From an optimization exercise on the open Yosys and OpenROAD flow, aimed at small area and a short achievable clock period; shortcuts taken in it are not production practice.
RTL that was checked went through simulation tests only; none was proved equivalent to the original.
No driver is modelled on the clock port, so clocking that relies on it looks cheaper here than on a real chip.

Setup of before:
==> flow/design.v <==
module sce_top (
    input  wire        clk,
    input  wire        rst,             
    input  wire        req_valid,
    output wire        req_ready,
    input  wire [2:0]  req_op,
    input  wire [31:0] req_reg,
    input  wire [31:0] req_value,
    input  wire [31:0] req_width,
    input  wire [31:0] req_height,
    input  wire [31:0] req_baud,
    input  wire [31:0] req_timeout,
    output reg         rsp_valid,
    output reg  [2:0]  rsp_status,
    output wire [7:0]  rsp_value,
    output wire [31:0] rsp_received,
    output wire [31:0] rsp_expected,
    input  wire        teardown,
    output reg         link_cmd_valid,
    output wire [2:0]  link_cmd,
    output wire [23:0] link_wdata,
    output wire [1:0]  link_wlen,
    output wire [31:0] link_rd_n,
    output reg  [31:0] link_baud,
    output reg  [31:0] link_timeout,
    input  wire        link_ans_valid,
    input  wire        link_ans_ok,
    input  wire        link_rx_valid,
    input  wire [7:0]  link_rx_data,
    output reg         pix_valid,
    output wire [23:0] pix_rgb,
    output wire        pix_eol,
    output reg         pix_eof
);
    localparam [2:0] ST_OK               = 3'd0;
    localparam [2:0] ST_CONNECTION_ERROR = 3'd1;
    localparam [2:0] ST_INVALID_ARGUMENT = 3'd2;
    localparam [2:0] ST_INCOMPLETE_FRAME = 3'd3;
    localparam [2:0] ST_IO_ERROR         = 3'd4;
    localparam [2:0] ST_RESPONSE_TIMEOUT = 3'd5;
    localparam [2:0] ST_INVALID_STATE    = 3'd6;
    localparam [2:0] ST_ABORTED          = 3'd7;
    localparam [2:0] S_OPEN_W  = 3'd0;    
    localparam [2:0] S_IDLE    = 3'd1;    
    localparam [2:0] S_FLUSH_W = 3'd2;    
    localparam [2:0] S_TX_W    = 3'd3;    
    localparam [2:0] S_READ_W  = 3'd4;    
    reg [2:0]  state;
    reg        sess;
    reg        td_pending;
    reg        op_w;          
    reg        op_r;          
    reg        sz320;         
    reg        sz176;         
    reg [15:0] buf16;         
    reg [17:0] rem;           
    reg        chunk_any;     
    reg [3:0]  row_k;         
    wire st_idle  = ~state[1] &  state[0];
    wire st_open  = ~state[2] & ~state[1] & ~state[0];
    wire st_read  =  state[2];
    wire td_seen  = td_pending | teardown;
    assign req_ready = st_idle & ~td_pending & ~teardown;
    wire [17:0] byte_size = sz320 ? 18'd153600 : sz176 ? 18'd50688 : 18'd38400;
    wire        z5       = ~|rem[4:0];
    wire        z6       = z5 & ~rem[5];
    wire        z7       = z6 & ~rem[6];
    wire        low_zero = sz176 ? z5 : sz320 ? z7 : z6;
    localparam [3:0] ROW_K0 = 4'b0001, ROW_K4 = 4'b1111, ROW_K10 = 4'b0110;
    wire        row_k0   = (row_k == ROW_K0);
    wire [3:0]  row_km1  = row_k0 ? (sz176 ? ROW_K10 : ROW_K4) : {row_k[2:0], row_k[3] ^ row_k[2]};
    wire p176 = (req_width == 32'd176) && (req_height == 32'd144);
    wire p160 = (req_width == 32'd160) && (req_height == 32'd120);
    wire p320 = (req_width == 32'd320) && (req_height == 32'd240);
    wire preset_ok = p176 | p160 | p320;
    wire reg_ok    = ~|req_reg[31:8];
    wire value_ok  = ~|req_value[31:8];
    assign link_cmd     = state;
    assign link_wdata   = {op_w, 1'b0, op_w, 1'b0, op_w, 1'b0, op_w, 1'b0, buf16};
    assign link_wlen    = {op_w | op_r, ~op_r};
    assign link_rd_n    = {14'd0, rem[17:1], rem[0] | op_r};
    assign rsp_value    = buf16[7:0];
    assign rsp_expected = {14'd0, byte_size};
    wire [17:0] rem_dec  = rem - 18'd1;
    wire [8:0]  size_hi  = sz320 ? 9'd300 : sz176 ? 9'd99 : 9'd75;
    wire [17:0] received = {size_hi + ~rem_dec[17:9], ~rem_dec[8:0]};
    assign rsp_received = {14'd0, rem};
    assign pix_eol      = low_zero & row_k0;
    function [2:0] lo5;           
        input [4:0] x;
        begin
            lo5 = (x >= 5'd31) ? 3'd7 : (x >= 5'd27) ? 3'd6 : (x >= 5'd23) ? 3'd5 :
                  (x >= 5'd18) ? 3'd4 : (x >= 5'd14) ? 3'd3 : (x >= 5'd9)  ? 3'd2 :
                  (x >= 5'd5)  ? 3'd1 : 3'd0;
        end
    endfunction
    function [1:0] lo6;           
        input [5:0] x;
        begin
            lo6 = (x >= 6'd63) ? 2'd3 : (x >= 6'd42) ? 2'd2 : (x >= 6'd21) ? 2'd1 : 2'd0;
        end
    endfunction
    assign pix_rgb = {buf16[15:11], lo5(buf16[15:11]),
                      buf16[10:5],  lo6(buf16[10:5]),
                      buf16[4:0],   lo5(buf16[4:0])};
    wire rx       = link_rx_valid & st_read;
    wire ans      = link_ans_valid;
    wire fail     = td_seen | ~link_ans_ok;        
    wire read_end = ~chunk_any | op_r | ~|rem;     
    wire arg_bad  = req_op[1] ? (~reg_ok | (~req_op[0] & ~value_ok))
                              : (~req_op[2] & ~req_op[0] & ~preset_ok);
    wire is_close = ~req_op[2] & ~req_op[1] & req_op[0];
    wire op_valid = ~req_op[2] | (~req_op[1] & ~req_op[0]);     
    wire take     = st_idle & ~td_seen & req_valid & op_valid;
    wire starts   = take & ~arg_bad & (req_op[0] | req_op[1] | req_op[2] ? sess : ~sess)
                         & ~is_close;                          
    reg  [2:0] state_n;
    reg        cmd_n, rsp_n, sess_n;
    reg  [2:0] status_n;
    always @* begin
        state_n  = state;
        cmd_n    = 1'b0;
        rsp_n    = 1'b0;
        sess_n   = sess;
        status_n = 3'bxxx;
        if (st_idle) begin
            status_n = {~is_close & ~arg_bad, ~is_close, 1'b0};
            if (td_seen) begin
                cmd_n  = sess;
                sess_n = 1'b0;
            end else if (take) begin
                if (is_close) begin
                    cmd_n  = sess;
                    sess_n = 1'b0;
                    rsp_n  = 1'b1;
                end else if (starts) begin
                    cmd_n   = 1'b1;
                    state_n = req_op[2] | req_op[1] ? S_FLUSH_W : S_OPEN_W;
                end else
                    rsp_n  = 1'b1;
            end
        end else if (st_open) begin
            status_n = {2'b00, ~link_ans_ok};
            if (ans) begin
                rsp_n   = 1'b1;
                sess_n  = link_ans_ok;
                state_n = S_IDLE;
            end
        end else begin
            if (fail)
                status_n = {1'b1, td_seen, td_seen};
            else
                status_n = {st_read & ~chunk_any & op_r, st_read & ~chunk_any & ~op_r,
                            st_read & ~chunk_any};
            if (ans) begin
                if (fail) begin
                    cmd_n   = 1'b1;
                    sess_n  = 1'b0;
                    rsp_n   = 1'b1;
                    state_n = S_IDLE;
                end else if (!state[2]) begin
                    if (!state[0]) begin
                        cmd_n   = 1'b1;             
                        state_n = S_TX_W;
                    end else if (op_w) begin
                        rsp_n   = 1'b1;             
                        state_n = S_IDLE;
                    end else begin
                        cmd_n   = 1'b1;             
                        state_n = S_READ_W;
                    end
                end else if (read_end) begin
                    rsp_n   = 1'b1;
                    state_n = S_IDLE;
                end else
                    cmd_n   = 1'b1;                 
            end
        end
    end
    wire td_n = ~st_idle & ~(ans & ~st_open) & td_seen;
    wire first_read = ans & ~fail & state[1] & state[0];
    always @(posedge clk) begin
        link_baud    <= req_baud;
        link_timeout <= req_timeout;
        rsp_status   <= status_n;
        pix_valid    <= rx & rem[0] & ~op_r & ~rst;
        pix_eof      <= (rem == 18'd1);       
        if (st_idle) begin
            op_w <= req_op[1] & ~req_op[0];
            op_r <= req_op[1] &  req_op[0];
            buf16[15:8] <= req_op[1] ? (req_op[0] ? 8'hBB : req_reg[7:0]) : 8'h00;
            buf16[7:0]  <= req_op[1] ? (req_op[0] ? req_reg[7:0] : req_value[7:0]) : 8'hCC;
            if (!sess) begin
                sz320 <= p320;
                sz176 <= p176;
            end
        end
        if (rx) begin
            chunk_any <= 1'b1;
            rem       <= rem_dec;
            if (low_zero) row_k <= row_km1;
            if (rem[0]) buf16[15:8] <= link_rx_data;
            else        buf16[7:0]  <= link_rx_data;
        end
        if (ans)
            chunk_any <= 1'b0;
        if (~state[2] & state[1] & ~state[0])
            rem       <= 18'd0;
        if ((first_read & ~op_r) | (ans & st_read & ~chunk_any))
            rem       <= received;
        if (first_read)
            row_k     <= ROW_K0;
        if (rst) begin
            state          <= S_IDLE;
            sess           <= 1'b0;
            td_pending     <= 1'b0;
            link_cmd_valid <= 1'b0;
            rsp_valid      <= 1'b0;
        end else begin
            state          <= state_n;
            sess           <= sess_n;
            td_pending     <= td_n;
            link_cmd_valid <= cmd_n;
            rsp_valid      <= rsp_n;
        end
    end
endmodule
export LEC_CHECK = 0
export CAP_MARGIN = 20
export CORE_MARGIN = 2
export CORE_UTILIZATION = 25
export PLACE_DENSITY = 0.8
export SLEW_MARGIN = 20
create_clock -name core_clock -period 12.0 [get_ports {clk}]
standard.sh (not shown) runs the stock make flow with config.mk's settings and CLKGATE_MAP_FILE= SYNTH_SCRIPT=/design/flow/synth_recipe.tcl, a recipe that flattens the netlist after the stock synthesis.
==> flow/flow/run.sh <==
#!/bin/bash
# Own layout flow: the standard ORFS flow with
#  - synthesis exactly as standard.sh runs it, except that ABC maps the
#    combinational logic with an area-oriented script (flow/abc.script)
#    instead of ORFS's abc_speed.script; registers are untouched;
#  - port buffers and clock tree from small cells instead of the defaults
#    (delay buffers on every port, a clkbuf_16 tree with dummy loads); a
#    clock leaf buffer with a high slew is upsized after CTS (flow/post_cts.tcl);
#  - one tie cell for all constant outputs;
#  - timing repair aimed at a slack margin well above the 12 ns clock's needs.
set -euo pipefail
here=$(pwd)
rm -rf "$here/scripts_abc"
cp -r "$FLOW_HOME/scripts" "$here/scripts_abc"
cp "$here/flow/abc.script" "$here/scripts_abc/abc_speed.script"
bash standard.sh SCRIPTS_DIR="$here/scripts_abc" synth > flow_synth.log 2>&1
export BUFFER_PORTS_ARGS="-buffer_cell sky130_fd_sc_hd__buf_1"
export CTS_ARGS="-sink_clustering_enable -repair_clock_nets -dont_use_dummy_load -root_buf sky130_fd_sc_hd__clkbuf_8 -buf_list sky130_fd_sc_hd__clkbuf_4"
export SETUP_SLACK_MARGIN=6.9
export SKIP_REPAIR_TIE_FANOUT=1
export POST_CTS_TCL="$here/flow/post_cts.tcl"
bash standard.sh finish > flow_standard.log 2>&1
==> flow/flow/abc.script <==
strash
&get -n
&st
&deepsyn -T 300
&dch
&nf -R 1000
&put
topo
==> flow/flow/post_cts.tcl <==
estimate_parasitics -placement
set upsized 0
foreach inst [get_cells -filter "ref_name == sky130_fd_sc_hd__clkbuf_4"] {
  set o [get_pins -of_objects $inst -filter "direction == output"]
  set s [expr {max([get_property $o slew_max_rise], [get_property $o slew_max_fall])}]
  if {$s > 0.100} {
    replace_cell $inst sky130_fd_sc_hd__clkbuf_8
    incr upsized
  }
}
puts "post_cts: upsized $upsized clock buffers"
if {$upsized > 0} {
  detailed_placement
  estimate_parasitics -placement
}
### before -> after
diff --git a/flow/design.v b/flow/design.v
--- a/flow/design.v
+++ b/flow/design.v
@@ -46,6 +46,7 @@
     localparam [2:0] S_TX_W    = 3'd3;    
     localparam [2:0] S_READ_W  = 3'd4;    
     reg [2:0]  state;
+    reg        rdy;           
     reg        sess;
     reg        td_pending;
     reg        op_w;          
@@ -60,7 +61,7 @@
     wire st_open  = ~state[2] & ~state[1] & ~state[0];
     wire st_read  =  state[2];
     wire td_seen  = td_pending | teardown;
-    assign req_ready = st_idle & ~td_pending & ~teardown;
+    assign req_ready = rdy & ~teardown;
     wire [17:0] byte_size = sz320 ? 18'd153600 : sz176 ? 18'd50688 : 18'd38400;
     wire        z5       = ~|rem[4:0];
     wire        z6       = z5 & ~rem[5];
@@ -212,12 +213,14 @@
             row_k     <= ROW_K0;
         if (rst) begin
             state          <= S_IDLE;
+            rdy            <= 1'b1;
             sess           <= 1'b0;
             td_pending     <= 1'b0;
             link_cmd_valid <= 1'b0;
             rsp_valid      <= 1'b0;
         end else begin
             state          <= state_n;
+            rdy            <= (state_n == S_IDLE) & ~td_n;
             sess           <= sess_n;
             td_pending     <= td_n;
             link_cmd_valid <= cmd_n;
### Flow results
- In after, the final critical path time including I/O delays and setup came out 0.17 ns below the value in before.
- Against before, worst hold slack in after came out better.
- On worst slew margin relative to its limit: after sits below before.
- Via count of the first global-routing pass (before / after): 0.908
- after ends up with higher first-iteration DRC count than before does.
- The netlist area before placement of after exceeds that of before by about 0.8%.
- Run comparison: before worst-path cell with the longest stage delay sky130_fd_sc_hd__nor3_4; after worst-path cell with the longest stage delay sky130_fd_sc_hd__buf_2
- Compound-gate portion of the synthesized area (higher): after
- On after: synthesis-to-finish area growth is 0.35 points lower than what before gave.
- after reports a higher wire length reported by the detailed router than before does.
No functional check of the RTL was part of before.

afterwards: timing with drivers on the ports:
The flow's constraints put no driver on any port. The routed layouts listed below were extracted and timed again, unchanged, in two steps. Step 1 (the two cells are an assumption about what drives the block):
set clk [get_ports {clk}]
set_driving_cell -lib_cell sky130_fd_sc_hd__clkbuf_16 $clk
set_driving_cell -lib_cell sky130_fd_sc_hd__buf_2 [delete_from_list [all_inputs] $clk]
Step 2 times the ports against the registers' clock, not the clock port: input delays grow and output delays shrink by t, the midpoint of the rising clock arrivals with the driver on. Slacks: no drivers / after step 1 / after step 2; pairs: no drivers / after step 1.
| run | t (ns) | setup WS [ns] | hold slack, ns | worst setup path after step 2 | pins driven straight from the clock port |
|---|---|---|---|---|---|
| before | 0.426 | 6.694 / 6.643 / 6.643 | 0.482 / 0.482 / 0.482 | input to output | 1 |
| after | 0.430 | 6.862 / 6.832 / 6.832 | 0.486 / 0.486 / 0.486 | input to output | 1 |
After both steps setup and hold are still met in every run listed. For before, which loses most, drivers alone change the setup slack by -0.051 ns; drivers and shift together by -0.051 ns.
